Background: an optimization exercise with open tools, aiming at small area. Do not read the settings as production practice.
The RTL was checked by simulation tests, not by an equivalence proof against the original design.
Power figures rest on the tool's default switching activity, not on a simulated workload.

[flow/config.mk]
export PLATFORM = sky130hd
export DESIGN_NAME = dcc_packet_core
export DESIGN_NICKNAME = dcc_packet_core
export VERILOG_FILES = /design/flow/design.v
export SDC_FILE = /design/flow/constraint.sdc
export NUM_CORES = 4
export LEC_CHECK = 0
export CAP_MARGIN = 20
export CORE_MARGIN = 2
export CORE_UTILIZATION = 60
export PLACE_DENSITY = 0.7
export SLEW_MARGIN = 20
[flow/constraint.sdc]
create_clock -name core_clock -period 10.0 [get_ports {clk}]
set_input_delay 2.0000 -clock core_clock [delete_from_list [all_inputs] [get_ports {clk}]]
set_output_delay 2.0000 -clock core_clock [all_outputs]
set_load 0.01 [all_outputs]
[flow/design.v]
module dcc_encoder (
    input  wire [39:0] payload,    
    input  wire [1:0]  kc,         
    output wire [47:0] bytes,      
    output wire [55:0] frame,
    output wire [5:0]  bit_count
);
    wire [7:0] p0 = payload[39:32];
    wire [7:0] p1 = payload[31:24];
    wire [7:0] p2 = payload[23:16];
    wire [7:0] p3 = payload[15:8];
    wire [7:0] p4 = payload[7:0];
    wire [7:0] cs = p0 ^ p1 ^ p2 ^ p3 ^ p4;
    wire [7:0] q2 = p2 | ((kc == 2'd0) ? cs : 8'h00);
    wire [7:0] q3 = p3 | ((kc == 2'd1) ? cs : 8'h00);
    wire [7:0] q4 = p4 | ((kc == 2'd2) ? cs : 8'h00);
    wire [7:0] q5 =      ((kc == 2'd3) ? cs : 8'h00);
    assign bytes = {p0, p1, q2, q3, q4, q5};
    assign frame = {1'b0, p0, 1'b0, p1, 1'b0, q2, kc == 2'd0, q3, kc == 2'd1, q4,
                    kc == 2'd2, q5, kc == 2'd3, 1'b0};
    assign bit_count = (kc == 2'd0) ? 6'd28 : (kc == 2'd1) ? 6'd37 : (kc == 2'd2) ? 6'd46 : 6'd55;
endmodule
module dcc_cmd_decode (
    input  wire [207:0] cmd_word,
    input  wire         acc_rev,       
    output wire         do_load,       
    output wire         do_rsp,        
    output wire [1:0]   rsp_kind,      
    output wire [3:0]   slot,          
    output wire [39:0]  payload,
    output wire [1:0]   kc,            
    output wire         not_raw        
);
    wire [7:0]  op   = cmd_word[7:0];
    wire [3:0]  argc = cmd_word[11:8];
    wire [31:0] a0 = cmd_word[47:16];
    wire [31:0] a1 = cmd_word[79:48];
    wire [31:0] a2 = cmd_word[111:80];
    wire [31:0] a3 = cmd_word[143:112];
    wire [31:0] a4 = cmd_word[175:144];
    wire [31:0] a5 = cmd_word[207:176];
    wire a0_h14 = (a0[31:14] == 18'd0);
    wire a0_h9  = a0_h14 && (a0[13:9] == 5'd0);
    wire a0_h4  = a0_h9  && (a0[8:4] == 5'd0);
    wire a1_h14 = (a1[31:14] == 18'd0);
    wire a1_h10 = a1_h14 && (a1[13:10] == 4'd0);
    wire a1_h8  = a1_h10 && (a1[9:8] == 2'd0);
    wire a1_h2  = a1_h8  && (a1[7:2] == 6'd0);
    wire a2_h8  = (a2[31:8] == 24'd0);
    wire a2_h7  = a2_h8 && !a2[7];
    wire a2_h3  = a2_h7 && (a2[6:3] == 4'd0);
    wire a2_h1  = a2_h3 && (a2[2:1] == 2'd0);
    wire a3_h8  = (a3[31:8] == 24'd0);
    wire a3_h1  = a3_h8 && (a3[7:1] == 7'd0);
    wire a4_h8  = (a4[31:8] == 24'd0);
    wire a5_h8  = (a5[31:8] == 24'd0);
    wire a0_cab = a0_h14 && !(a0[13] && (a0[12] || a0[11]));        
    wire a1_cab = a1_h14 && !(a1[13] && (a1[12] || a1[11]));
    wire a0_slot = a0_h4 && !(a0[3] && a0[2] && (a0[1] || a0[0]));  
    wire a1_cv  = (a1_h10 && (a1[9:0] != 10'd0))
                  || (a1_h14 && a1[13:0] == 14'd1024);               
    wire base = (cmd_word[15:12] == 4'd0) && (op[7:4] == 4'd0);
    wire op1 = base && (op[3:0] == 4'h1);
    wire op2 = base && (op[3:0] == 4'h2);
    wire op3 = base && (op[3:0] == 4'h3);
    wire op4 = base && (op[3:0] == 4'h4);
    wire op8 = base && (op[3:0] == 4'h8);
    wire op9 = base && (op[3:0] == 4'h9);
    wire opA = base && (op[3:0] == 4'hA);
    wire opB = base && (op[3:0] == 4'hB);
    wire raw_argc = (argc >= 4'd3) && (argc <= 4'd6);
    wire raw_bytes = a1_h8 && a2_h8 && (argc < 4'd4 || a3_h8)
                     && (argc < 4'd5 || a4_h8) && (argc < 4'd6 || a5_h8);
    assign do_load =
          (op1 && argc == 4'd4 && a0_slot && a0[3:0] != 4'd0 && a1_cab && a3_h1)
       || (op2 && argc == 4'd2 && a0_cab && a1_h8)
       || (op2 && argc == 4'd3 && a0_cab && a1_h8 && a2_h8)
       || (op3 && argc == 4'd3 && a0_h9 && a1_h2 && a2_h1)
       || (op4 && raw_argc && raw_bytes && a0_slot)
       || (op8 && argc == 4'd3 && a0_cab && a1_cv && a2_h8)
       || (op9 && argc == 4'd4 && a0_cab && a1_cv);
    assign do_rsp = (op4 && !(raw_argc && raw_bytes))
                    || ((opA || opB) && argc == 4'd0);
    assign rsp_kind = {op[3], !op[3] || op[0]};
    wire is_raw = op[2];
    wire is_acc = op[1] && op[0];
    wire is_thr = !op[3] && !op[1] && op[0] && !op[2];
    wire is_fn  = !op[3] && op[1];
    wire is_cvb = op[3] && !op[0];
    wire long_fn = argc[0];            
    assign not_raw = !is_raw;
    assign slot = (is_thr || is_raw) ? a0[3:0] : 4'd0;
    wire [13:0] cab = is_thr ? a1[13:0] : a0[13:0];
    wire        two = (cab[13:7] != 7'd0);
    wire [9:0]  cv_a = a1[9:0] - 10'd1;
    wire        sp_big  = !a2[31] && (!a2_h7 || (a2[6:0] >= 7'd126));
    wire [6:0]  sp_code = a2[31] ? 7'd1 : sp_big ? 7'd127 : (a2[6:0] == 7'd0) ? 7'd0 : a2[6:0] + 7'd1;
    wire [2:0]  bitn = a2[31] ? 3'd0 : !a2_h3 ? 3'd7 : a2[2:0];
    wire        bitv = !a3[31] && (a3[30:0] != 31'd0);
    wire [7:0] r0 = is_thr ? 8'h3F
                  : is_fn  ? (long_fn ? {7'b1101111, a1[0]} : {2'b10, a1[5:0]})
                  : {5'b11101, !op[0], cv_a[9:8]};
    wire [7:0] r1 = is_thr ? {a3[0], sp_code}
                  : is_fn  ? (long_fn ? a2[7:0] : 8'h00)
                  : cv_a[7:0];
    wire [7:0] r2 = (is_thr || is_fn) ? 8'h00
                  : is_cvb ? a2[7:0] : {4'hF, bitv, bitn};
    wire [39:0] cab_pay = two ? {2'b11, cab[13:8], cab[7:0], r0, r1, r2}
                              : {cab[7:0], r0, r1, r2, 8'h00};
    wire [39:0] acc_pay = {2'b10, a0[5:0], 1'b1, ~a0[8:6], 1'b1, a1[1:0], a2[0] ^ acc_rev, 24'd0};
    wire [39:0] raw_pay = {a1[7:0], a2[7:0],
                           (argc[2:0] >= 3'd4) ? a3[7:0] : 8'h00,
                           (argc[2:0] >= 3'd5) ? a4[7:0] : 8'h00,
                           (argc[2:0] == 3'd6) ? a5[7:0] : 8'h00};
    assign payload = is_raw ? raw_pay : is_acc ? acc_pay : cab_pay;
    wire [1:0] cab_kc = (is_thr || (is_fn && long_fn)) ? 2'd1 : is_fn ? 2'd0 : 2'd2;
    assign kc = is_raw ? argc[1:0] - 2'd3 : is_acc ? 2'd0 : cab_kc + {1'b0, two};
endmodule
module dcc_packet_core (
    input  wire         clk,
    input  wire         rst,           
    input  wire         cmd_valid,
    output wire         cmd_ready,
    input  wire [207:0] cmd_word,
    input  wire         cfg_we,
    input  wire         cfg_acc_rev,
    input  wire         pkt_done,      
    output wire [55:0]  tx_frame,      
    output wire [5:0]   tx_len,        
    output wire [3:0]   tx_slot,       
    output reg          rsp_valid,
    output reg  [1:0]   rsp_kind,      
    output wire [3:0]   rsp_slot,
    output wire [6:0]   rsp_speed,
    output wire         rsp_dir,
    output wire [2:0]   rsp_len,
    output wire [47:0]  rsp_bytes,
    output wire [7:0]   rsp_rep
);
    localparam NS = 13;                
    localparam EW = 46;                
    localparam [41:0] IDLE_PK = {8'hFF, 32'h0, 2'd0};    
    reg acc_rev;
    wire        dec_load, dec_rsp, dec_cab;
    wire [1:0]  dec_kind, dec_kc;
    wire [3:0]  dec_slot;
    wire [39:0] dec_payload;
    dcc_cmd_decode u_dec (
        .cmd_word (cmd_word),
        .acc_rev  (acc_rev),
        .do_load  (dec_load),
        .do_rsp   (dec_rsp),
        .rsp_kind (dec_kind),
        .slot     (dec_slot),
        .payload  (dec_payload),
        .kc       (dec_kc),
        .not_raw  (dec_cab)
    );
    reg  [39:0] c_pay;
    reg  [1:0]  c_kc;
    reg  [3:0]  c_slot;
    reg         c_cab;                 
    reg         waiting;               
    reg         last_valid;
    reg  [EW*NS-1:0] ring;
    reg  [3:0]  h;                     
    reg  [3:0]  recycle_reg;           
    reg  [3:0]  max_loaded;
    reg         next_valid;
    reg  [3:0]  next_slot;
    reg         next_rep4;
    reg         cj_run;
    reg  [3:0]  cj_cnt;
    reg         cj_inplace;
    reg         cj_clear;              
    reg  [3:0]  cur;
    reg  [3:0]  rot;
    reg  [2:0]  repeat_left;
    reg  [41:0] latch;                 
    reg         eg_wait;               
    reg         eg_run;
    reg         eg_scan;               
    reg  [3:0]  eg_cnt;
    assign cmd_ready = !waiting && !cj_run;
    wire accept = cmd_valid && cmd_ready;
    wire [47:0] tx_bytes_unused;
    dcc_encoder u_tx (
        .payload  (latch[41:2]),
        .kc       (latch[1:0]),
        .bytes    (tx_bytes_unused),
        .frame    (tx_frame),
        .bit_count(tx_len)
    );
    assign tx_slot = cur;
    wire [7:0] rsp_cs = c_pay[39:32] ^ c_pay[31:24] ^ c_pay[23:16] ^ c_pay[15:8] ^ c_pay[7:0];
    assign rsp_bytes = {c_pay[39:24],
                        c_pay[23:16] | ((c_kc == 2'd0) ? rsp_cs : 8'h00),
                        c_pay[15:8]  | (!c_kc[1] ? rsp_cs : 8'h00),
                        c_pay[7:0]   | ((c_kc != 2'd3) ? rsp_cs : 8'h00),
                        rsp_cs};
    wire [7:0] sp_byte = c_kc[0] ? c_pay[23:16] : c_pay[15:8];
    assign rsp_dir   = sp_byte[7];
    assign rsp_speed = (sp_byte[6:1] == 6'd0) ? 7'd0 : sp_byte[6:0] - 7'd1;
    assign rsp_slot  = (rsp_kind == 2'd3) ? 4'd12 : c_slot;
    assign rsp_len   = {c_kc != 2'd0, c_kc[1] ~^ c_kc[0], !c_kc[0]};    
    assign rsp_rep   = {5'd0, c_cab && (c_slot == 4'd0), 2'd0};
    wire [EW-1:0] hd     = ring[EW*NS-1 -: EW];
    wire [3:0]    hd_own = hd[3:0];
    wire          hd_v   = (hd_own != 4'd0);
    wire [41:0]   hd_pk  = hd[45:4];
    wire rel = waiting && !next_valid;
    wire one_shot = (c_slot == 4'd0);
    wire match_prev = hd_v && (hd_own == c_slot);
    wire cj_write   = cj_run && !cj_clear && (cj_inplace ? match_prev : (h == next_slot));
    wire cj_inval   = cj_run && (cj_clear || (!cj_inplace && match_prev));
    wire [EW-1:0] wr_entry = cj_write ? {c_pay, c_kc, c_slot}
                                      : {hd[45:4], cj_inval ? 4'd0 : hd_own};
    function lt4;
        input [3:0] a, b;
        begin
            lt4 = (!a[3] && b[3]) || ((a[3] ~^ b[3]) &&
                  ((!a[2] && b[2]) || ((a[2] ~^ b[2]) &&
                  ((!a[1] && b[1]) || ((a[1] ~^ b[1]) && (!a[0] && b[0]))))));
        end
    endfunction
    wire       h_late   = !lt4(rot, h);        
    wire       cur_late = !lt4(rot, cur);
    wire       h_first  = (!h_late && cur_late) || ((h_late == cur_late) && lt4(h, cur));
    wire       eg_hit   = eg_run && (eg_scan ? (hd_v && (cur == 4'd15 || h_first))
                                             : (h == cur));
    wire eg_event = (pkt_done && !cj_run) || (eg_wait && !cj_run);
    wire [3:0] rotc = (cur != 4'd0 && cur != 4'd15) ? cur : rot;
    wire r1 = (cur == 4'd0) && (repeat_left != 3'd0);
    wire r2 = !r1 && next_valid;
    wire r3 = !r1 && !next_valid && (max_loaded != 4'd0);
    wire r4 = !r1 && !next_valid && (max_loaded == 4'd0);
    always @(posedge clk) begin
        ring <= {ring[EW*(NS-1)-1:0], wr_entry};
        if (rst) begin
            h           <= 4'd0;
            acc_rev     <= 1'b0;
            waiting     <= 1'b0;
            last_valid  <= 1'b0;
            recycle_reg <= 4'd0;
            max_loaded  <= 4'd0;
            next_valid  <= 1'b0;
            cj_run      <= 1'b1;
            cj_cnt      <= 4'd0;
            cj_clear    <= 1'b1;
            cur         <= 4'd15;
            rot         <= 4'd0;
            repeat_left <= 3'd0;
            latch       <= IDLE_PK;
            eg_wait     <= 1'b0;
            eg_run      <= 1'b0;
            rsp_valid   <= 1'b0;
        end else begin
            h <= (h == 4'd12) ? 4'd0 : h + 4'd1;
            rsp_valid <= 1'b0;
            if (cfg_we && cmd_ready)
                acc_rev <= cfg_acc_rev;
            if (accept) begin
                if (dec_load) begin
                    waiting <= 1'b1;
                    c_pay   <= dec_payload;
                    c_kc    <= dec_kc;
                    c_slot  <= dec_slot;
                    c_cab   <= dec_cab;
                end
                if (dec_rsp && !(dec_kind == 2'd2 && !last_valid)) begin
                    rsp_valid <= 1'b1;
                    rsp_kind  <= dec_kind;
                end
            end
            if (rel) begin
                waiting    <= 1'b0;
                last_valid <= 1'b1;
                next_valid <= 1'b1;
                next_rep4  <= c_cab && one_shot;
                cj_run     <= 1'b1;
                cj_cnt     <= 4'd0;
                cj_inplace <= 1'b0;
                cj_clear   <= 1'b0;
                if (one_shot) begin
                    next_slot <= 4'd0;
                end else if (recycle_reg != 4'd0) begin
                    next_slot   <= recycle_reg;
                    recycle_reg <= 4'd0;
                end else if (max_loaded != 4'd12) begin
                    next_slot  <= max_loaded + 4'd1;
                    max_loaded <= max_loaded + 4'd1;
                end else begin
                    cj_inplace <= 1'b1;
                end
                if (c_cab && !one_shot) begin
                    rsp_valid <= 1'b1;
                    rsp_kind  <= 2'd0;
                end
            end
            if (cj_run) begin
                cj_cnt <= cj_cnt + 4'd1;
                if (cj_cnt == 4'd12)
                    cj_run <= 1'b0;
                if (cj_inval && !cj_clear)
                    recycle_reg <= h;
                if (cj_inplace && cj_write)
                    next_slot <= h;
            end
            if (pkt_done && cj_run)
                eg_wait <= 1'b1;
            if (eg_event) begin
                eg_wait <= 1'b0;
                if (r1) begin
                    repeat_left <= repeat_left - 3'd1;
                end else begin
                    rot <= rotc;
                    if (r2) begin
                        cur         <= next_slot;
                        repeat_left <= (next_slot == 4'd0 && next_rep4) ? 3'd4 : 3'd0;
                        next_valid  <= 1'b0;
                        eg_run      <= 1'b1;
                        eg_scan     <= 1'b0;
                        eg_cnt      <= 4'd0;
                    end else if (r3) begin
                        if (!lt4(rotc, max_loaded))
                            rot <= 4'd0;
                        eg_run  <= 1'b1;
                        eg_scan <= 1'b1;
                        eg_cnt  <= 4'd0;
                        cur     <= 4'd15;
                    end else begin
                        cur   <= 4'd15;
                        latch <= IDLE_PK;
                    end
                end
            end
            if (eg_run) begin
                eg_cnt <= eg_cnt + 4'd1;
                if (eg_cnt == 4'd12)
                    eg_run <= 1'b0;
                if (eg_hit) begin
                    latch <= hd_pk;
                    if (eg_scan)
                        cur <= h;
                end
            end
        end
    end
endmodule
[flow/flow/run.sh]
#!/bin/bash
# Standard ORFS layout (standard.sh), with these changes:
#  - synthesis maps the combinational logic with an area-oriented ABC script,
#    without mapping adders to adder cells first
#    (flow/synth_area.tcl wraps the standard synth_recipe.tcl);
#  - each port gets a sky130_fd_sc_hd__buf_1 buffer (the default picks a larger cell);
#  - clock tree synthesis uses small leaf clusters of one buffer size and
#    inserts no dummy loads.
set -euo pipefail
cd "$(dirname "$0")/.."
export FLOW_WORK="$PWD"
export FLOW_ABC_SCRIPT="$PWD/flow/abc_area.script"
export BUFFER_PORTS_ARGS="-buffer_cell sky130_fd_sc_hd__buf_1"
export CTS_ARGS="-sink_clustering_enable -repair_clock_nets -dont_use_dummy_load -buf_list sky130_fd_sc_hd__clkbuf_4 -sink_clustering_size 10 -sink_clustering_max_diameter 40"
sed "s#SYNTH_SCRIPT=[^ ]*synth_recipe.tcl#SYNTH_SCRIPT=$PWD/flow/synth_area.tcl#" standard.sh > standard_area.sh
grep -q "synth_area.tcl" standard_area.sh
bash standard_area.sh > flow_standard.log 2>&1
[flow/flow/abc_area.script]
strash; &get -n; &deepsyn -T 240; &put; dch -f; amap; mfs2; strash; dch -f; amap; topo
[flow/flow/synth_area.tcl]
# Standard synthesis (synth_recipe.tcl, unchanged), except that
#  - the ABC call that maps the combinational logic to cells uses the area-oriented
#    script in abc_area.script;
#  - adders are not mapped to half/full adder cells before ABC (no ADDER_MAP_FILE),
#    so ABC maps all of the combinational logic.
# Registers are not touched by either, so they keep the standard synthesis's cells and names.
set ::env(ADDER_MAP_FILE) ""
proc abc {args} {
  set i [lsearch -exact $args -script]
  if {$i >= 0} {
    set args [lreplace $args $i [expr {$i + 1}] -script $::env(FLOW_ABC_SCRIPT)]
  }
  set j [lsearch -exact $args -D]
  if {$j >= 0} {
    set args [lreplace $args $j [expr {$j + 1}]]
  }
  yosys abc {*}$args
}
source $::env(FLOW_WORK)/synth_recipe.tcl
[flow/standard.sh]
#!/bin/bash
# synth_recipe.tcl (not shown) runs the flow's synth.tcl, then flattens the netlist and writes it again
# the make line also repeats each setting of config.mk as NAME=value (left out here)
make -C /OpenROAD-flow-scripts/flow DESIGN_CONFIG=/design/flow/config.mk WORK_HOME=/design/flow/orfs CLKGATE_MAP_FILE= SYNTH_SCRIPT=/design/flow/synth_recipe.tcl "${@:-finish}"
==> results of run 1 <==
final cells by class:
class,count,area share [%]
timing repair buffer,351,5.83
antenna,4,0.0432
inverter,230,3.72
tap,455,2.46
clock buffer,89,2.88
sequential,736,66.1
multi-input combinational,790,18.9
where the power goes:
group	internal [mW]	switching, mW	leakage [nW]	total, mW
clock network	0.409	0.845	0.409	1.25
logic	0.0467	0.101	1.98	0.148
registers	2.97	0.00408	5.98	2.98
total	3.43	0.950	8.37	4.38
kinds of logic (layout without fill, tap and decap cells):
logic type	after synthesis	in the layout	synth area share, %
flops	736	736	73.6
compound gates	411	411	12.5
simple gates	358	358	7.79
buf+inv	276	670	5.76
xor+xnor	9	9	0.378
other cells	2	16	0.0360
worst max-delay path: stages (launching register included):
cell	delay (ns)
edfxtp_1	0.64
clkinv_1	0.56
o22ai_1	0.64
nor2b_1	0.24
nand2_1	0.12
or2_0	0.29
nor2_1	0.15
a21oi_1	0.06
nor2_1	0.14
buf_1	0.23
metal layers:
layer / wire, microns / global-route usage (%) / up-vias / share of wire, %
li1: - / - / 6949 / -
met1: 24400 / 41.6 / 6984 / 42
met2: 27500 / 52.5 / 678 / 47
met3: 3780 / 5.94 / 139 / 6.5
met4: 2350 / 13.9 / 0 / 4.0
met5: 0 / 0 / - / 0
worst max-delay path by stage:
| stage | from | endpoint | slack [ns] | cells after the start |
|---|---|---|---|---|
| after floorplan | cmd_word[49] | c_cab | 0.98 | 14 |
| after global placement | cmd_word[0] | c_pay[37] | 3.89 | 10 |
| after detailed placement | cmd_word[0] | c_pay[34] | 3.75 | 10 |
| after CTS | c_kc[0] | rsp_speed[4] | 4.27 | 9 |
| after global routing | c_kc[0] | rsp_speed[4] | 4.11 | 9 |
| final | c_kc[0] | rsp_speed[4] | 4.24 | 9 |
through the flow:
| step | hold slack (ns) | setup WS (ns) | power, mW |
|---|---|---|---|
| global route | 0.263 | 4.11 | 4.54 |
| finish | 0.280 | 4.24 | 4.38 |
| global placement | 0.309 | 3.89 | 3.19 |
| CTS | 0.272 | 4.27 | 4.40 |
| detailed placement | 0.312 | 3.75 | 3.19 |
| floorplan | 0.310 | 0.978 | 3.11 |
cells in the mapped netlist, drive strengths merged, types with 4 or more instances:
master   number
nand4         6
nor4         42
a211oi       10
nor3         27
o21a          7
o21ai       105
nand2        61
buf          46
nor2        173
or4          10
xor2          9
nor2b         9
edfxtp       60
or3           9
o221ai       24
a22oi         8
dfxtp       676
a222oi        5
a221oi       12
clkinv      230
a2111oi       4
or2           7
o22a          9
a21oi        59
o22ai       138
a31oi         6
nand3         9
==> results.sh, run 1 <==
export IMPL_largest_register="ring"
export IMPL_via_per_inst=5.56
export IMPL_r2r_cells=14
export IMPL_fillers=2564
export IMPL_cts_buffers=89
export IMPL_dp_cells=2562
export IMPL_start_util_pct=60.6
export IMPL_synth_area_leaders="dfxtp_1 (65%), edfxtp_1 (8.6%), clkinv_1 (4.1%)"
export IMPL_fmax_mhz=174
export IMPL_p_leak_nw=8.37
export IMPL_clk_pin_slew_worst_paths_ns=0.11
export IMPL_power_density_mw_per_mm2=189
export IMPL_syn_inst=1792
export IMPL_rsz0062_at_grt="no"
export IMPL_cts_resized=0
export IMPL_period_needed_ns=5.76
export IMPL_io_buffer_count=342
export IMPL_wl_per_cell_microns=21.9
export IMPL_hold_class="reg2reg"
export IMPL_dieArea_sq_mm=0.0362
export IMPL_grt_first_pass_wirelength_microns=85400
export IMPL_grt_antenna_before_repair=4
export IMPL_register_area_sq_mm=0.0153
export IMPL_maxCapViolations=0
export IMPL_tns_ns=0
export IMPL_drtIter0Drc=1307
export IMPL_syn2layout_area_growth_pct=11.2
export IMPL_dp_hpwl_microns=43500
export IMPL_final_util_pct=67.4
export IMPL_synth_cell_types=48
export IMPL_async_reset_ff_share_pct=0
export IMPL_fp_dieW_microns=190
export IMPL_synth_top_area_share_pct=64.9
export IMPL_crit_type="reg2out"
export IMPL_grt_pass1_vias=14600
export IMPL_yosys_register_bits=736
export IMPL_cts_htree_levels=3
export IMPL_worst_path_max_fanout=13
export IMPL_largest_reg_flops=598
export IMPL_ys_flop_type="dfxtp_1"
export IMPL_tightestPinTransition_ns=0.927
export IMPL_hold_buffers=0
export IMPL_stdcell_count=2655
export IMPL_synth_edff_count=60
export IMPL_netlist_area_sq_mm=0.0208
export IMPL_root_buffer="clkbuf_4"
export IMPL_fin_nets=2412
export IMPL_routed_wl_microns=58000
export IMPL_layout_commonest_cell="dfxtp_1"
export IMPL_largestRegisters="ring (598), latch (42), c_pay (40)"
export IMPL_min_to="ring[559]"
export IMPL_gp_congestion=0.923
export IMPL_clock_skew_ns=0.101
export IMPL_fin_area_sq_mm=0.0232
export IMPL_synth_top_cell_by_area="dfxtp_1"
export IMPL_dr_pass1_iters=6
export IMPL_num_io_pins=355
export IMPL_status="complete, no violations"
export IMPL_finalHoldViolCount=0
export IMPL_cts_num_sinks=736
export IMPL_drive_above_1_share_pct=4.64
export IMPL_relSlewSlack_pct=38.0
export IMPL_multiInputGateArea_sq_mm=0.00439
export IMPL_critPathArrivalTime_ns=3.76
export IMPL_yosysWarnings=1
export IMPL_post_cts_buffers=0
export IMPL_finalCritPeriodShare_pct=57.6
export IMPL_setup_violations=0
export IMPL_min_from="ring[513]"
export IMPL_r2r_start="h[1]"
export IMPL_irDropWorstVdd_uv=174
export IMPL_r2r_slack_ns=5.59
export IMPL_postSynthAreaPerCell_sq_um=11.6
export IMPL_r2r_end="latch[36]"
export IMPL_overflow=0
export IMPL_endpoint_kind="output port"
export IMPL_final_cell_mix="dfxtp_1 (676), buf_1 (342), clkinv_1 (230), nor2_1 (173), o22ai_1 (138)"
export IMPL_clockBufferDepth=3
export IMPL_drc=0
export IMPL_via_count=14800
export IMPL_coreArea_sq_mm=0.0344
export IMPL_dpl_instance_area_sq_mm=0.0225
export IMPL_maxSlewViolCount=0
export IMPL_fp_dieH_microns=190
export IMPL_drt_antenna_violating_nets=0
export IMPL_startpoint_type="register"
export IMPL_cts_tree="done"
export IMPL_std_cell_rows=68
export IMPL_grt_max_degree=49
export IMPL_critPathRequiredTime_ns=8.00
export IMPL_seq_area_frac_synth_pct=73.6
export IMPL_grtUsageTotal_pct=32.0
export IMPL_worstSkewPairLatency_ns=0.79
export IMPL_holdPathStages=0
==> run 2: changes to the inputs <==
--- a/flow/design.v
+++ b/flow/design.v
@@ -185,8 +185,8 @@
     wire accept = cmd_valid && cmd_ready;
     wire [47:0] tx_bytes_unused;
     dcc_encoder u_tx (
-        .payload  (latch[41:2]),
-        .kc       (latch[1:0]),
+        .payload  (~latch[41:2]),
+        .kc       (~latch[1:0]),
         .bytes    (tx_bytes_unused),
         .frame    (tx_frame),
         .bit_count(tx_len)
@@ -204,7 +204,7 @@
     assign rsp_slot  = (rsp_kind == 2'd3) ? 4'd12 : c_slot;
     assign rsp_len   = {c_kc != 2'd0, c_kc[1] ~^ c_kc[0], !c_kc[0]};    
     assign rsp_rep   = {5'd0, c_cab && (c_slot == 4'd0), 2'd0};
-    wire [EW-1:0] hd     = ring[EW*NS-1 -: EW];
+    wire [EW-1:0] hd     = ~ring[EW*NS-1 -: EW];
     wire [3:0]    hd_own = hd[3:0];
     wire          hd_v   = (hd_own != 4'd0);
     wire [41:0]   hd_pk  = hd[45:4];
@@ -235,7 +235,7 @@
     wire r3 = !r1 && !next_valid && (max_loaded != 4'd0);
     wire r4 = !r1 && !next_valid && (max_loaded == 4'd0);
     always @(posedge clk) begin
-        ring <= {ring[EW*(NS-1)-1:0], wr_entry};
+        ring <= {ring[EW*(NS-1)-1:0], ~wr_entry};
         if (rst) begin
             h           <= 4'd0;
             acc_rev     <= 1'b0;
@@ -250,7 +250,7 @@
             cur         <= 4'd15;
             rot         <= 4'd0;
             repeat_left <= 3'd0;
-            latch       <= IDLE_PK;
+            latch       <= ~IDLE_PK;
             eg_wait     <= 1'b0;
             eg_run      <= 1'b0;
             rsp_valid   <= 1'b0;
@@ -330,7 +330,7 @@
                         cur     <= 4'd15;
                     end else begin
                         cur   <= 4'd15;
-                        latch <= IDLE_PK;
+                        latch <= ~IDLE_PK;
                     end
                 end
             end
@@ -339,7 +339,7 @@
                 if (eg_cnt == 4'd12)
                     eg_run <= 1'b0;
                 if (eg_hit) begin
-                    latch <= hd_pk;
+                    latch <= ~hd_pk;
                     if (eg_scan)
                         cur <= h;
                 end
==> run 2 against run 1 <==
Critical path type is now in2reg. Worst hold slack improved by 0.012 ns. Sequential cell count did not move. First-iteration DRC count is 8.3% lower. Synthesized area decreased by 0.76%. Sequential power hardly changed. Critical path depth increased by 7. Worst setup slack improved by 0.20 ns. Via count rose by 1.8%. Cell area down 0.23%. Register-to-register slack better by 0.64 ns. Cell count decreased by 0.41%.
==> results.sh, run 2 <==
export IMPL_status="complete, no violations"
export IMPL_hold_buffers=0
export IMPL_crit_cells=16
export IMPL_p_int_mw=3.44
export IMPL_drive_above_1_share_pct=4.57
export IMPL_synth_top_area_share_pct=65.4
export IMPL_root_buffer="clkbuf_4"
export IMPL_grt_first_pass_wirelength_microns=85700
export IMPL_power_density_mw_per_mm2=192
export IMPL_yosysMostFrequentCell="dfxtp_1"
export IMPL_crit_path_start="cmd_word[2]"
export IMPL_fin_nets=2406
export IMPL_drc=0
export IMPL_dr_pass1_iters=6
export IMPL_synth_cell_types=47
export IMPL_tightestPinTransition_ns=1.04
export IMPL_cts_resized=0
export IMPL_cts_buffers=87
export IMPL_yosys_register_bits=736
export IMPL_grt_pass1_vias=15100
export IMPL_p_leak_nw=8.44
export IMPL_cts_num_sinks=736
export IMPL_worst_path_max_fanout=26
export IMPL_clockBufferDepth=3
export IMPL_hold_class="reg2reg"
export IMPL_largest_reg_flops=598
export IMPL_r2r_end="ring[9]"
export IMPL_via_per_inst=5.68
export IMPL_largest_register="ring"
export IMPL_grt_antenna_before_repair=5
export IMPL_netlist_area_sq_mm=0.0207
export IMPL_pre_cts_slack_ns=3.90
export IMPL_io_buffer_count=342
export IMPL_yosysWarnings=1
export IMPL_relSlewSlack_pct=30.5
export IMPL_coreArea_sq_mm=0.0337
export IMPL_grt_max_degree=70
export IMPL_fp_dieW_microns=190
export IMPL_finalCritPeriodShare_pct=55.6
export IMPL_irDropWorstVdd_uv=133
export IMPL_clk_pin_slew_worst_paths_ns=0.10
export IMPL_fp_dieH_microns=190
export IMPL_via_count=15000
export IMPL_clkPwrFrac_pct=27.8
export IMPL_drtIter0Drc=1198
export IMPL_postSynthAreaPerCell_sq_um=11.7
export IMPL_synth_common_cells="dfxtp_1 (676), nor2_1 (214), clkinv_1 (162)"
export IMPL_layout_commonest_cell="dfxtp_1"
export IMPL_seq_area_frac_synth_pct=74.1
export IMPL_final_cell_mix="dfxtp_1 (676), buf_1 (342), nor2_1 (214), clkinv_1 (161), o21ai_0 (108)"
export IMPL_ys_flop_type="dfxtp_1"
export IMPL_tns_ns=0
export IMPL_r2r_slack_ns=6.23
export IMPL_post_cts_buffers=0
export IMPL_dieArea_sq_mm=0.0360
export IMPL_clock_skew_ns=0.0854
export IMPL_wl_per_cell_microns=22.1
export IMPL_async_reset_ff_share_pct=0
export IMPL_worst_path_dominant_cell_family="buffers and inverters"
export IMPL_synth_top_cell_by_area="dfxtp_1"
export IMPL_startpoint_type="input pin"
export IMPL_final_util_pct=68.6
export IMPL_largestRegisters="ring (598), latch (42), c_pay (40)"
export IMPL_fmax_mhz=180
export IMPL_max_stage_delay_ns=0.46
export IMPL_setup_violations=0
export IMPL_maxCapViolations=0
export IMPL_swShare_pct=22.3
export IMPL_fillers=2453
export IMPL_routed_wl_microns=58500
export IMPL_rsz0062_at_grt="no"
export IMPL_synth_area_leaders="dfxtp_1 (65%), edfxtp_1 (8.7%), nor2_1 (3.9%)"
export IMPL_finalHoldViolCount=0
export IMPL_endpoint_kind="register"
export IMPL_crit_type="in2reg"
export IMPL_drt_antenna_violating_nets=0
export IMPL_cts_htree_levels=3
export IMPL_worst_slack_ns=4.44
export IMPL_num_io_pins=355
export IMPL_r2r_cells=11
export IMPL_period_needed_ns=5.56
export IMPL_grtUsageTotal_pct=32.2
export IMPL_path_buf_inv=9
export IMPL_pwr_share_comb_pct=4.6
export IMPL_syn2layout_area_growth_pct=11.8
export IMPL_worstSkewPairLatency_ns=0.78
export IMPL_critPathRequiredTime_ns=10.54
export IMPL_maxSlewViolCount=0
export IMPL_cts_tree="done"
export IMPL_r2r_start="c_slot[2]"
export IMPL_pwr_share_seq_pct=67.6
export IMPL_std_cell_rows=67
export IMPL_endpoint="c_pay[9]"
export IMPL_switchingPower_mw=0.988
export IMPL_start_util_pct=61.4
export IMPL_syn_inst=1771
export IMPL_slowest_stage="nor2_1"
export IMPL_overflow=0
export IMPL_dp_hpwl_microns=44300
export IMPL_gp_congestion=0.978
export IMPL_critPathArrivalTime_ns=6.10
export IMPL_synth_edff_count=60
export IMPL_worstPathCellList="buf_1 > buf_4 > clkinv_1 > o21ai_0 > buf_4 > nor2_1 > clkinv_1 > nor2_1 > nor2_1 > buf_4 > clkinv_1 > nor2_1 > clkinv_1 > nor2_1 > clkinv_1 > o221ai_1"
-- run 2: changes by cell type after synthesis, moves of 12 or more --
cell	before	now
buf_4	44	28
nor2_1	173	214
o22ai_1	138	78
a21oi_1	59	100
clkinv_1	230	162
nand3_1	9	26
a31oi_1	6	18
o22a_1	9	37
-- run 2: worst min-delay path by stage --
stage | start | to | cells after the start
2_1_floorplan | ring[54] | ring[100] | 0
3_3_place_gp | ring[10] | ring[56] | 0
3_5_place_dp | ring[126] | ring[172] | 0
4_1_cts | ring[536] | ring[582] | 0
5_1_grt | ring[130] | ring[176] | 0
6_report | ring[130] | ring[176] | 0
-- run 2: metal layers --
layer	global-route usage [%]	wire (microns)	vias up	part of all wire, %
met5	0	0	-	0
met1	38.4	22800	7088	39
li1	-	-	6984	-
met4	18.0	3160	0	5.4
met3	4.91	3570	181	6.1
met2	56.1	28900	763	49
-- run 2: worst register-to-register path: cells and delay by family (launching register included) --
| family | cells | cell delay, ns |
|---|---|---|
| AOI/OAI and AO/OA | 3 | 1.09 |
| buffers and inverters | 5 | 1.22 |
| DFF | 1 | 0.49 |
| and+or+nand+nor | 3 | 0.85 |
-- run 2: power groups by stage --
stage | combinational (mW) | clock [mW] | sequential (mW)
floorplan | 0.102 | 0 | 3.06
global placement | 0.198 | 0 | 3.06
detailed placement | 0.198 | 0 | 3.06
CTS | 0.199 | 1.26 | 2.99
global route | 0.219 | 1.38 | 3.00
finish | 0.204 | 1.23 | 2.99
-- run 2: final cells by class --
| type | instances | area [sq um] | share of cell area (%) |
|---|---|---|---|
| multi-input combinational | 854 | 4610 | 19.9 |
| clock buffer | 87 | 653 | 2.82 |
| inverter | 162 | 608 | 2.63 |
| antenna | 6 | 15.0 | 0.0649 |
| tap | 448 | 561 | 2.42 |
| sequential | 736 | 15300 | 66.3 |
| timing repair buffer | 351 | 1350 | 5.84 |
-- run 2: kinds of logic after synthesis --
group | Yosys count | share of synthesized area [%]
buffers and inverters | 191 | 3.97
and+or+nand+nor | 421 | 9.10
other | 2 | 0.0363
AOI/OAI and AO/OA | 421 | 12.7
DFF | 736 | 74.1
-- run 2: per-stage QoR --
stage	hold slack (ns)	area [sq um]	total power [mW]	cells
2_1_floorplan	0.310	20700	3.16	1781
3_3_place_gp	0.310	22500	3.26	2551
3_5_place_dp	0.312	22500	3.26	2551
4_1_cts	0.289	23100	4.46	2638
5_1_grt	0.297	23100	4.60	2643
6_report	0.292	23100	4.43	2644
==> run 3: changes to the inputs <==
--- a/flow/flow/run.sh
+++ b/flow/flow/run.sh
@@ -11,7 +11,7 @@
 export FLOW_WORK="$PWD"
 export FLOW_ABC_SCRIPT="$PWD/flow/abc_area.script"
 export BUFFER_PORTS_ARGS="-buffer_cell sky130_fd_sc_hd__buf_1"
-export CTS_ARGS="-sink_clustering_enable -repair_clock_nets -dont_use_dummy_load -buf_list sky130_fd_sc_hd__clkbuf_4 -sink_clustering_size 10 -sink_clustering_max_diameter 40"
+export CTS_ARGS="-sink_clustering_enable -repair_clock_nets -dont_use_dummy_load -buf_list sky130_fd_sc_hd__clkbuf_4 -sink_clustering_size 12 -sink_clustering_max_diameter 45"
 sed "s#SYNTH_SCRIPT=[^ ]*synth_recipe.tcl#SYNTH_SCRIPT=$PWD/flow/synth_area.tcl#" standard.sh > standard_area.sh
 grep -q "synth_area.tcl" standard_area.sh
 bash standard_area.sh > flow_standard.log 2>&1
==> run 3 against run 2 <==
Power is 1.6% lower. First-iteration DRC count is 9.8% lower. Wire length hardly changed. Clock skew is 0.044 ns higher. Synthesized area stayed put. Synthesized cell count stayed put. Global-route usage is 0.30 points lower. Register-to-register slack worse by 0.03 ns. Non-clock buffer count stayed put. Via count is 0.63% lower. Die area stayed put. Highest routed layer unchanged.
==> results.sh, run 3 <==
export IMPL_status="complete, no violations"
export IMPL_dieArea_sq_mm=0.0360
export IMPL_yosysWarnings=1
export IMPL_netlist_area_sq_mm=0.0207
export IMPL_finalHoldViolCount=0
export IMPL_tightestPinTransition_ns=1.01
export IMPL_clockBufferDepth=3
export IMPL_p_leak_nw=8.38
export IMPL_fmax_mhz=180
export IMPL_num_io_pins=355
export IMPL_fin_nets=2393
export IMPL_cts_buffers=74
export IMPL_synth_compound_area_share_pct=12.7
export IMPL_synth_adder_area_share_pct=0
export IMPL_grt_antenna_before_repair=5
export IMPL_via_per_inst=5.67
export IMPL_irDropWorstVdd_uv=125
export IMPL_std_cell_rows=67
export IMPL_critPathRequiredTime_ns=10.52
export IMPL_dp_hpwl_microns=44300
export IMPL_async_reset_ff_share_pct=0
export IMPL_seq_area_frac_synth_pct=74.1
export IMPL_syn2layout_area_growth_pct=11.4
export IMPL_synth_edff_count=60
export IMPL_cts_tree="done"
export IMPL_via_count=14900
export IMPL_cts_resized=0
export IMPL_synth_xor_xnor_area_share_pct=0
export IMPL_yosys_register_bits=736
export IMPL_synth_cell_types=47
export IMPL_io_buffer_count=342
export IMPL_power_density_mw_per_mm2=189
export IMPL_critPathArrivalTime_ns=6.09
export IMPL_hold_class="reg2reg"
export IMPL_root_buffer="clkbuf_4"
export IMPL_synthMuxAreaShare_pct=0
export IMPL_largestRegisters="ring (598), latch (42), c_pay (40)"
export IMPL_ys_flop_type="dfxtp_1"
export IMPL_worstSkewPairLatency_ns=0.76
export IMPL_yosysMostFrequentCell="dfxtp_1"
export IMPL_gp_congestion=0.978
export IMPL_layout_commonest_cell="dfxtp_1"
export IMPL_finalCritPeriodShare_pct=55.7
export IMPL_synth_top_family_by_area="compound AO/OA/AOI/OAI gates"
export IMPL_hold_buffers=0
export IMPL_synth_common_cells="dfxtp_1 (676), nor2_1 (214), clkinv_1 (162)"
export IMPL_grtUsageTotal_pct=31.9
export IMPL_synth_area_leaders="dfxtp_1 (65%), edfxtp_1 (8.7%), nor2_1 (3.9%)"
export IMPL_largest_register="ring"
export IMPL_synth_top_area_share_pct=65.4
export IMPL_clock_skew_ns=0.130
export IMPL_crit_type="in2reg"
export IMPL_endpoint_kind="register"
export IMPL_routed_wl_microns=58500
export IMPL_drt_antenna_violating_nets=0
export IMPL_clk_pin_slew_worst_paths_ns=0.12
export IMPL_overflow=0
export IMPL_cts_num_sinks=736
export IMPL_fp_dieW_microns=190
export IMPL_maxCapViolations=0
export IMPL_tns_ns=0
export IMPL_grt_max_degree=70
export IMPL_worst_path_max_fanout=26
export IMPL_start_util_pct=61.4
export IMPL_cts_htree_levels=3
export IMPL_fillers=2452
export IMPL_largest_reg_flops=598
export IMPL_maxSlewViolCount=0
export IMPL_drtIter0Drc=1081
export IMPL_coreArea_sq_mm=0.0337
export IMPL_drc=0
export IMPL_grt_first_pass_wirelength_microns=85200
export IMPL_synth_top_cell_by_area="dfxtp_1"
export IMPL_drive_above_1_share_pct=4.00
export IMPL_final_cell_mix="dfxtp_1 (676), buf_1 (342), nor2_1 (214), clkinv_1 (161), o21ai_0 (108)"
export IMPL_worst_slack_ns=4.43
export IMPL_pre_cts_slack_ns=3.90
export IMPL_synth_simple_area_share_pct=9.10
export IMPL_relSlewSlack_pct=32.4
export IMPL_setup_violations=0
export IMPL_period_needed_ns=5.57
export IMPL_postSynthAreaPerCell_sq_um=11.7
export IMPL_dr_pass1_iters=5
export IMPL_post_cts_buffers=0
export IMPL_rsz0062_at_grt="no"
export IMPL_wl_per_cell_microns=22.2
export IMPL_startpoint_type="input pin"
export IMPL_fp_dieH_microns=190
export IMPL_syn_inst=1771
export IMPL_grt_pass1_vias=14900
run 3: area by class of cell:
class | count | area (sq um) | share of cell area (%)
Antenna cell | 6 | 15.0 | 0.0652
Inverter | 162 | 608 | 2.64
Sequential cell | 736 | 15300 | 66.6
Tap cell | 448 | 561 | 2.43
Timing Repair Buffer | 351 | 1350 | 5.87
Clock buffer | 74 | 556 | 2.41
Multi-Input combinational cell | 854 | 4610 | 20.0
run 3: cells by family after synthesis:
| group | Yosys count |
|---|---|
| flops | 736 |
| compound gates | 421 |
| other cells | 2 |
| simple gates | 421 |
| buf+inv | 191 |
run 3: where the power goes:
part,total [mW],internal [mW],switching (mW)
Combinational,0.204,0.0648,0.139
Sequential,3.00,2.98,0.0153
Clock,1.16,0.344,0.821
Total,4.36,3.39,0.975
run 3: final timing paths:
check                   start        end  slack, ns  depth (start not counted)
setup / recovery  cmd_word[2]  c_pay[19]       4.43                         18
hold / removal      ring[479]  ring[525]       0.25                          0
setup reg to reg    c_slot[2]   ring[19]       6.20                         12
hold reg to reg     ring[479]  ring[525]       0.25                          0
run 3: metrics by stage:
stage | util (%) | area [sq um] | power [mW] | hold slack, ns | instances
after floorplan | - | 20700 | 3.16 | 0.310 | 1781
after global placement | 66.7 | 22500 | 3.26 | 0.310 | 2551
after detailed placement | 66.7 | 22500 | 3.26 | 0.312 | 2551
after CTS | 68.3 | 23000 | 4.38 | 0.255 | 2625
after global routing | 68.3 | 23000 | 4.51 | 0.252 | 2631
final | 68.3 | 23000 | 4.36 | 0.248 | 2631
run 3: metal layers:
layer  GRT usage (%)  up-vias  wire length, microns
met5               0        -                     0
met4            17.2        0                  3200
met3            4.45      186                  3380
met2            56.2      738                 29000
met1            38.1     7048                 22900
li1                -     6949                     -
run 3: critical path, stage by stage:
cell and delay [ns]:
buf_1 0.08, buf_4 0.29, clkinv_1 0.36, o21ai_0 0.27, buf_4 0.23, nor2_1 0.09, clkinv_1 0.09, nor2_1 0.10
nor2_1 0.13, buf_4 0.29, clkinv_1 0.39, nor2_1 0.46, clkinv_1 0.44, nor2_1 0.26, clkinv_1 0.28, nor2_1 0.17
a31oi_1 0.05, o221ai_1 0.09
==> run 4: changes to the inputs <==
--- a/flow/flow/run.sh
+++ b/flow/flow/run.sh
@@ -11,7 +11,7 @@
 export FLOW_WORK="$PWD"
 export FLOW_ABC_SCRIPT="$PWD/flow/abc_area.script"
 export BUFFER_PORTS_ARGS="-buffer_cell sky130_fd_sc_hd__buf_1"
-export CTS_ARGS="-sink_clustering_enable -repair_clock_nets -dont_use_dummy_load -buf_list sky130_fd_sc_hd__clkbuf_4 -sink_clustering_size 12 -sink_clustering_max_diameter 45"
+export CTS_ARGS="-sink_clustering_enable -repair_clock_nets -dont_use_dummy_load -buf_list sky130_fd_sc_hd__clkbuf_4 -sink_clustering_size 11 -sink_clustering_max_diameter 45"
 sed "s#SYNTH_SCRIPT=[^ ]*synth_recipe.tcl#SYNTH_SCRIPT=$PWD/flow/synth_area.tcl#" standard.sh > standard_area.sh
 grep -q "synth_area.tcl" standard_area.sh
 bash standard_area.sh > flow_standard.log 2>&1
==> run 4 against run 3 <==
First-iteration DRC count increased by 20%. Count of clock-buffer cells in the layout increased by 5. Synthesized cell count decreased by 0.79%. Non-clock buffer count decreased by 1. Synthesized area decreased by 0.13%. Largest cell class unchanged. Still clean on timing, DRC and antenna. Clock power increased by 3%. Worst setup slack got worse by 0.23 ns. Combinational power decreased by 2%. Critical path type unchanged.
==> results.sh, run 4 <==
export IMPL_status="complete, no violations"
export IMPL_grt_busiest_layer="met2"
export IMPL_min_to="ring[86]"
export IMPL_final_cell_mix="dfxtp_1 (676), buf_1 (342), nor2_1 (214), clkinv_1 (160), a21oi_1 (99)"
export IMPL_maxSlewViolCount=0
export IMPL_critPathRequiredTime_ns=10.60
export IMPL_worst_path_max_fanout=28
export IMPL_netlist_area_sq_mm=0.0207
export IMPL_coreArea_sq_mm=0.0337
export IMPL_critPathArrivalTime_ns=6.40
export IMPL_layout_commonest_cell="dfxtp_1"
export IMPL_crit_type="in2reg"
export IMPL_maxCapViolations=0
export IMPL_yosysMostFrequentCell="dfxtp_1"
export IMPL_clock_skew_ns=0.0989
export IMPL_setup_violations=0
export IMPL_std_cell_rows=67
export IMPL_synth_top_area_share_pct=65.5
export IMPL_start_util_pct=61.3
export IMPL_synth_top_cell_by_area="dfxtp_1"
export IMPL_startpoint_type="input pin"
export IMPL_grt_pass1_vias=14800
export IMPL_fp_dieH_microns=190
export IMPL_via_per_inst=5.63
export IMPL_rsz0062_at_grt="no"
export IMPL_syn_inst=1757
export IMPL_via_count=14800
export IMPL_syn2layout_area_growth_pct=11.5
export IMPL_synth_common_cells="dfxtp_1 (676), nor2_1 (215), clkinv_1 (160)"
export IMPL_io_buffer_count=342
export IMPL_path_buf_inv=7
export IMPL_dp_hpwl_microns=44800
export IMPL_cp_common_cell="clkinv_1"
export IMPL_root_buffer="clkbuf_4"
export IMPL_drive_above_1_share_pct=4.25
export IMPL_dpl_instance_area_sq_mm=0.0224
export IMPL_largestRegisters="ring (598), latch (42), c_pay (40)"
export IMPL_drtIter0Drc=1298
export IMPL_finalHoldViolCount=0
export IMPL_cts_num_sinks=736
export IMPL_max_stage_delay_ns=0.63
export IMPL_async_reset_ff_share_pct=0
export IMPL_worstPathCellList="buf_1 > clkinv_1 > o21ai_0 > nor2_1 > o21ai_0 > clkinv_1 > nor2_2 > buf_4 > clkinv_1 > nor2_1 > clkinv_1 > nor2_1 > clkinv_1 > nor2_1 > a21oi_1 > o221ai_1"
export IMPL_power_density_mw_per_mm2=191
export IMPL_r2r_slack_ns=5.87
export IMPL_synth_cell_types=48
export IMPL_slowest_stage="clkinv_1"
export IMPL_period_needed_ns=5.80
export IMPL_gp_congestion=0.978
export IMPL_finalCritPeriodShare_pct=58.0
export IMPL_synth_area_leaders="dfxtp_1 (66%), edfxtp_1 (8.7%), nor2_1 (3.9%)"
export IMPL_yosys_register_bits=736
export IMPL_overflow=0
export IMPL_cts_buffers=79
export IMPL_grt_antenna_before_repair=11
export IMPL_cts_resized=0
export IMPL_drc=0
export IMPL_crit_cells=16
export IMPL_hold_class="reg2reg"
export IMPL_cts_tree="done"
export IMPL_synth_edff_count=60
export IMPL_seq_area_frac_synth_pct=74.2
export IMPL_wl_per_cell_microns=22.7
export IMPL_largest_register="ring"
export IMPL_grt_first_pass_wirelength_microns=87000
export IMPL_routed_wl_microns=59700
export IMPL_p_leak_nw=8.34
export IMPL_endpoint_kind="register"
export IMPL_r2r_end="latch[37]"
export IMPL_worst_path_dominant_cell_family="buffers and inverters"
export IMPL_postSynthAreaPerCell_sq_um=11.8
export IMPL_r2r_cells=14
export IMPL_fmax_mhz=172
export IMPL_clk_pin_slew_worst_paths_ns=0.11
export IMPL_clockBufferDepth=3
export IMPL_r2r_start="h[3]"
export IMPL_drt_antenna_violating_nets=0
export IMPL_holdPathStages=0
export IMPL_fin_area_sq_mm=0.0230
export IMPL_use_met2_pct=56.6
export IMPL_relSlewSlack_pct=28.3
export IMPL_grtUsageTotal_pct=32.9
export IMPL_fp_dieW_microns=190
export IMPL_num_io_pins=355
export IMPL_post_cts_buffers=0
export IMPL_grt_met3_usage_pct=6.12
export IMPL_dieArea_sq_mm=0.0359
export IMPL_worstSkewPairLatency_ns=0.77
export IMPL_tightestPinTransition_ns=1.07
export IMPL_grtUsageMet1_pct=41.2
export IMPL_dr_pass1_iters=6
export IMPL_cts_htree_levels=3
export IMPL_min_from="ring[40]"
export IMPL_largest_reg_flops=598
export IMPL_hold_buffers=0
export IMPL_yosysWarnings=1
export IMPL_ys_flop_type="dfxtp_1"
export IMPL_grt_max_degree=81
export IMPL_fin_nets=2383
export IMPL_irDropWorstVdd_uv=152
export IMPL_tns_ns=0
[run 4: worst max-delay path by stage]
stage | from | endpoint | slack [ns]
final | cmd_word[2] | c_pay[19] | 4.20
after global routing | cmd_word[2] | c_pay[19] | 3.89
after CTS | cmd_word[2] | c_pay[19] | 4.42
after detailed placement | cmd_word[2] | c_pay[19] | 3.61
after global placement | cmd_word[2] | c_pay[19] | 3.67
after floorplan | cj_run | ring[0] | 0.37
[run 4: power by group]
| group | internal (mW) | total (mW) | switching, mW |
|---|---|---|---|
| combinational | 0.0644 | 0.199 | 0.135 |
| clock | 0.366 | 1.20 | 0.833 |
| sequential | 2.98 | 2.99 | 0.0136 |
| total | 3.41 | 4.39 | 0.981 |
[run 4: kinds of logic after synthesis]
family	after synthesis	share of synthesized area [%]
flops	736	74.2
simple gates	417	9.11
compound gates	410	12.5
buf+inv	189	3.94
xor+xnor	3	0.127
other cells	2	0.0364
[run 4: cell type report]
class | count | area, sq um
Sequential cell | 736 | 15300
Fill cell | 2445 | 10700
Multi-Input combinational cell | 842 | 4590
Timing Repair Buffer | 350 | 1340
Inverter | 160 | 601
Clock buffer | 79 | 593
Tap cell | 448 | 561
Antenna cell | 9 | 22.5
[run 4: per-layer routing]
layer | up-vias | wire length [microns]
li1 | 6898 | -
met1 | 6983 | 23900
met2 | 725 | 29100
met3 | 163 | 4310
met4 | 4 | 2270
met5 | - | 18
[run 4: metrics by stage]
stage               std cells  setup slack (ns)  power, mW  util, %  hold slack (ns)
CTS                      2615              4.42       4.41     68.3            0.288
global placement         2536              3.67       3.25     66.5            0.309
floorplan                1767             0.367       3.15        -            0.310
detailed placement       2536              3.61       3.25     66.5            0.312
global route             2618              3.89       4.54     68.3            0.292
finish                   2624              4.20       4.39     68.4            0.300
==> run 5: changes to the inputs <==
--- a/flow/design.v
+++ b/flow/design.v
@@ -170,7 +170,7 @@
     reg  [3:0]  next_slot;
     reg         next_rep4;
     reg         cj_run;
-    reg  [3:0]  cj_cnt;
+    reg  [3:0]  cj_cnt;                
     reg         cj_inplace;
     reg         cj_clear;              
     reg  [3:0]  cur;
@@ -180,7 +180,7 @@
     reg         eg_wait;               
     reg         eg_run;
     reg         eg_scan;               
-    reg  [3:0]  eg_cnt;
+    reg  [3:0]  eg_cnt;                
     assign cmd_ready = !waiting && !cj_run;
     wire accept = cmd_valid && cmd_ready;
     wire [47:0] tx_bytes_unused;
@@ -245,7 +245,7 @@
             max_loaded  <= 4'd0;
             next_valid  <= 1'b0;
             cj_run      <= 1'b1;
-            cj_cnt      <= 4'd0;
+            cj_cnt      <= 4'b0001;
             cj_clear    <= 1'b1;
             cur         <= 4'd15;
             rot         <= 4'd0;
@@ -278,7 +278,7 @@
                 next_valid <= 1'b1;
                 next_rep4  <= c_cab && one_shot;
                 cj_run     <= 1'b1;
-                cj_cnt     <= 4'd0;
+                cj_cnt     <= 4'b0001;
                 cj_inplace <= 1'b0;
                 cj_clear   <= 1'b0;
                 if (one_shot) begin
@@ -298,8 +298,8 @@
                 end
             end
             if (cj_run) begin
-                cj_cnt <= cj_cnt + 4'd1;
-                if (cj_cnt == 4'd12)
+                cj_cnt <= {cj_cnt[2:0], cj_cnt[3] ^ cj_cnt[2]};
+                if (cj_cnt == 4'b1110)
                     cj_run <= 1'b0;
                 if (cj_inval && !cj_clear)
                     recycle_reg <= h;
@@ -320,13 +320,13 @@
                         next_valid  <= 1'b0;
                         eg_run      <= 1'b1;
                         eg_scan     <= 1'b0;
-                        eg_cnt      <= 4'd0;
+                        eg_cnt      <= 4'b0001;
                     end else if (r3) begin
                         if (!lt4(rotc, max_loaded))
                             rot <= 4'd0;
                         eg_run  <= 1'b1;
                         eg_scan <= 1'b1;
-                        eg_cnt  <= 4'd0;
+                        eg_cnt  <= 4'b0001;
                         cur     <= 4'd15;
                     end else begin
                         cur   <= 4'd15;
@@ -335,8 +335,8 @@
                 end
             end
             if (eg_run) begin
-                eg_cnt <= eg_cnt + 4'd1;
-                if (eg_cnt == 4'd12)
+                eg_cnt <= {eg_cnt[2:0], eg_cnt[3] ^ eg_cnt[2]};
+                if (eg_cnt == 4'b1110)
                     eg_run <= 1'b0;
                 if (eg_hit) begin
                     latch <= ~hd_pk;
--- a/flow/flow/run.sh
+++ b/flow/flow/run.sh
@@ -11,7 +11,7 @@
 export FLOW_WORK="$PWD"
 export FLOW_ABC_SCRIPT="$PWD/flow/abc_area.script"
 export BUFFER_PORTS_ARGS="-buffer_cell sky130_fd_sc_hd__buf_1"
-export CTS_ARGS="-sink_clustering_enable -repair_clock_nets -dont_use_dummy_load -buf_list sky130_fd_sc_hd__clkbuf_4 -sink_clustering_size 11 -sink_clustering_max_diameter 45"
+export CTS_ARGS="-sink_clustering_enable -repair_clock_nets -dont_use_dummy_load -buf_list sky130_fd_sc_hd__clkbuf_4 -sink_clustering_size 10 -sink_clustering_max_diameter 40"
 sed "s#SYNTH_SCRIPT=[^ ]*synth_recipe.tcl#SYNTH_SCRIPT=$PWD/flow/synth_area.tcl#" standard.sh > standard_area.sh
 grep -q "synth_area.tcl" standard_area.sh
 bash standard_area.sh > flow_standard.log 2>&1
==> flow/flow/abc_area.script (replaced) <==
strash; &get -n; &deepsyn -T 480; &put; dch -f; amap; mfs2; strash; dch -f; amap; topo
==> run 5 against run 4 <==
Largest cell class unchanged. Combinational power decreased by 25%. Global-route usage decreased by 0.22 points. Worst setup slack improved by 0.60 ns. Cell count increased by 0.88%. Via count increased by 0.21%.
==> results.sh, run 5 <==
export IMPL_via_per_inst=5.59
export IMPL_drt_antenna_violating_nets=0
export IMPL_worst_path_max_fanout=12
export IMPL_yosys_register_bits=736
export IMPL_synth_top_cell_by_area="dfxtp_1"
export IMPL_cts_htree_levels=3
export IMPL_fin_nets=2403
export IMPL_synth_top_area_share_pct=65.4
export IMPL_drc=0
export IMPL_tightestPinTransition_ns=0.954
export IMPL_root_buffer="clkbuf_4"
export IMPL_cts_resized=0
export IMPL_routed_wl_microns=58600
export IMPL_r2r_slack_ns=6.53
export IMPL_drive_above_1_share_pct=5.03
export IMPL_synth_edff_count=60
export IMPL_grtUsageTotal_pct=32.7
export IMPL_worstSkewPairLatency_ns=0.80
export IMPL_largest_register="ring"
export IMPL_worstPathCellList="clkinv_1 > nor2b_1 > o21ai_0 > buf_1"
export IMPL_status="complete, no violations"
export IMPL_critPathRequiredTime_ns=8.00
export IMPL_netlist_area_sq_mm=0.0207
export IMPL_critPathArrivalTime_ns=3.20
export IMPL_io_buffer_count=342
export IMPL_hold_buffers=0
export IMPL_clockBufferDepth=3
export IMPL_hold_class="reg2reg"
export IMPL_gp_congestion=0.947
export IMPL_slowest_stage="nor2b_1"
export IMPL_synth_common_cells="dfxtp_1 (676), nor2_1 (199), clkinv_1 (169)"
export IMPL_fp_dieH_microns=190
export IMPL_overflow=0
export IMPL_grt_first_pass_wirelength_microns=86300
export IMPL_syn2layout_area_growth_pct=12.2
export IMPL_num_io_pins=355
export IMPL_dieArea_sq_mm=0.0360
export IMPL_use_met2_pct=55.2
export IMPL_synth_area_leaders="dfxtp_1 (65%), edfxtp_1 (8.7%), nor2_1 (3.6%)"
export IMPL_cts_tree="done"
export IMPL_coreArea_sq_mm=0.0343
export IMPL_grtUsageMet1_pct=38.8
export IMPL_clk_pin_slew_worst_paths_ns=0.09
export IMPL_grt_met3_usage_pct=5.85
export IMPL_syn_inst=1758
export IMPL_cts_num_sinks=736
export IMPL_rsz0062_at_grt="no"
export IMPL_layout_commonest_cell="dfxtp_1"
export IMPL_final_util_pct=67.7
export IMPL_async_reset_ff_share_pct=0
export IMPL_clock_skew_ns=0.0927
export IMPL_yosysMostFrequentCell="dfxtp_1"
export IMPL_cts_buffers=92
export IMPL_tns_ns=0
export IMPL_seq_area_frac_synth_pct=74.1
export IMPL_grt_antenna_before_repair=4
export IMPL_largest_reg_flops=598
export IMPL_ys_flop_type="dfxtp_1"
export IMPL_irDropWorstVdd_uv=151
export IMPL_grt_max_degree=54
export IMPL_endpoint_kind="output port"
export IMPL_post_cts_buffers=0
export IMPL_relSlewSlack_pct=36.3
export IMPL_grt_busiest_layer="met2"
export IMPL_worst_path_dominant_cell_family="simple AND/OR/NAND/NOR gates"
export IMPL_fmax_mhz=192
export IMPL_fillers=2583
export IMPL_dp_hpwl_microns=43400
export IMPL_synth_cell_types=50
export IMPL_max_stage_delay_ns=0.84
export IMPL_grt_pass1_vias=14800
export IMPL_maxCapViolations=0
export IMPL_crit_type="reg2out"
export IMPL_via_count=14800
export IMPL_std_cell_rows=68
export IMPL_path_buf_inv=2
export IMPL_postSynthAreaPerCell_sq_um=11.8
export IMPL_drtIter0Drc=1079
export IMPL_maxSlewViolCount=0
export IMPL_finalCritPeriodShare_pct=52.0
export IMPL_startpoint_type="register"
export IMPL_final_cell_mix="dfxtp_1 (676), buf_1 (342), nor2_1 (199), clkinv_1 (169), o21ai_0 (102)"
export IMPL_start_util_pct=60.3
export IMPL_power_density_mw_per_mm2=190
export IMPL_yosysWarnings=1
export IMPL_wl_per_cell_microns=22.1
export IMPL_finalHoldViolCount=0
export IMPL_fp_dieW_microns=190
export IMPL_p_leak_nw=8.45
export IMPL_dr_pass1_iters=6
export IMPL_largestRegisters="ring (598), latch (42), c_pay (40)"
export IMPL_period_needed_ns=5.20
export IMPL_setup_violations=0
-- run 5: layout make-up --
type	count	area, sq um	share of cell area (%)
Clock buffer	92	691	2.98
Sequential cell	736	15300	66.1
Timing Repair Buffer	356	1390	5.98
Tap cell	455	569	2.45
Antenna cell	5	12.5	0.0539
Inverter	169	634	2.73
Multi-Input combinational cell	834	4580	19.7
-- run 5: worst paths after layout --
check	from	to	depth (start not counted)
setup / recovery	c_kc[0]	rsp_bytes[9]	4
setup reg to reg	c_slot[2]	ring[28]	12
hold reg to reg	ring[259]	ring[305]	0
hold / removal	ring[259]	ring[305]	0
-- run 5: per-stage QoR --
stage	std cells	hold slack [ns]	cell area [sq um]	total power, mW	setup WS (ns)
after global routing	2645	0.269	23200	4.58	4.56
after floorplan	1768	0.310	20700	3.11	0.601
after detailed placement	2550	0.312	22500	3.19	4.40
after global placement	2550	0.310	22500	3.19	4.39
after CTS	2642	0.271	23200	4.45	4.76
final	2647	0.282	23200	4.42	4.80
-- run 5: kinds of logic after synthesis --
logic type,after synthesis,synth area share [%]
XOR/XNOR,6,0.254
other,2,0.0363
AO/OA/AOI/OAI,419,12.9
buffers and inverters,198,4.10
AND/OR/NAND/NOR,397,8.63
flip-flops,736,74.1
-- run 5: power breakdown --
group          leakage, nW  switching [mW]  internal [mW]
Clock                0.423           0.870          0.423
Sequential            5.97         0.00470           2.97
Combinational         2.05           0.101         0.0485
-- run 5: worst register-to-register path, stage by stage, from the launching register on --
cell and delay [ns]:
edfxtp_1 0.52, clkinv_1 0.11, o22ai_1 0.08, a221oi_1 0.24, nand2_1 0.14, or3_1 0.39, nor2b_1 0.24, clkinv_1 0.30
o31ai_4 0.12, buf_4 0.35, buf_4 0.57, nor2_1 0.14, a21oi_1 0.16
-- run 5: routing by layer --
layer,vias to the layer above,routed length [microns]
li1,6947,-
met1,6987,23000
met2,692,28600
met3,176,3520
met4,2,3500
met5,-,13

==> what the ideal ports hide <==
Ports are ideal in the flow. The routed layouts listed here were re-timed in OpenROAD. Step 1 assumes that a clkbuf_16 drives the clock port and a buf_2 every other input. Step 2 moves the port delays by t, midway between the first and last clock arrival at a register: inputs arrive t later, outputs are due t later. That takes back most of the time a late clock gives input paths. a / b / c = ideal ports / drivers / drivers and shift; a / b = the first two.
run	t, ns	setup slack, ns	latest minus earliest clock arrival (ns)
run 1	0.786	4.242 / 4.190 / 3.636	0.122 / 0.122
run 2	0.797	4.441 / 4.468 / 3.671	0.095 / 0.095
run 3	0.750	4.429 / 4.454 / 3.703	0.135 / 0.135
run 4	0.772	4.197 / 4.221 / 3.449	0.108 / 0.107
run 5	0.802	4.797 / 4.746 / 4.297	0.094 / 0.094
After both steps setup and hold are still met in every run listed. For run 2, which loses most, drivers alone change the setup slack by +0.027 ns; drivers and shift together by -0.770 ns.
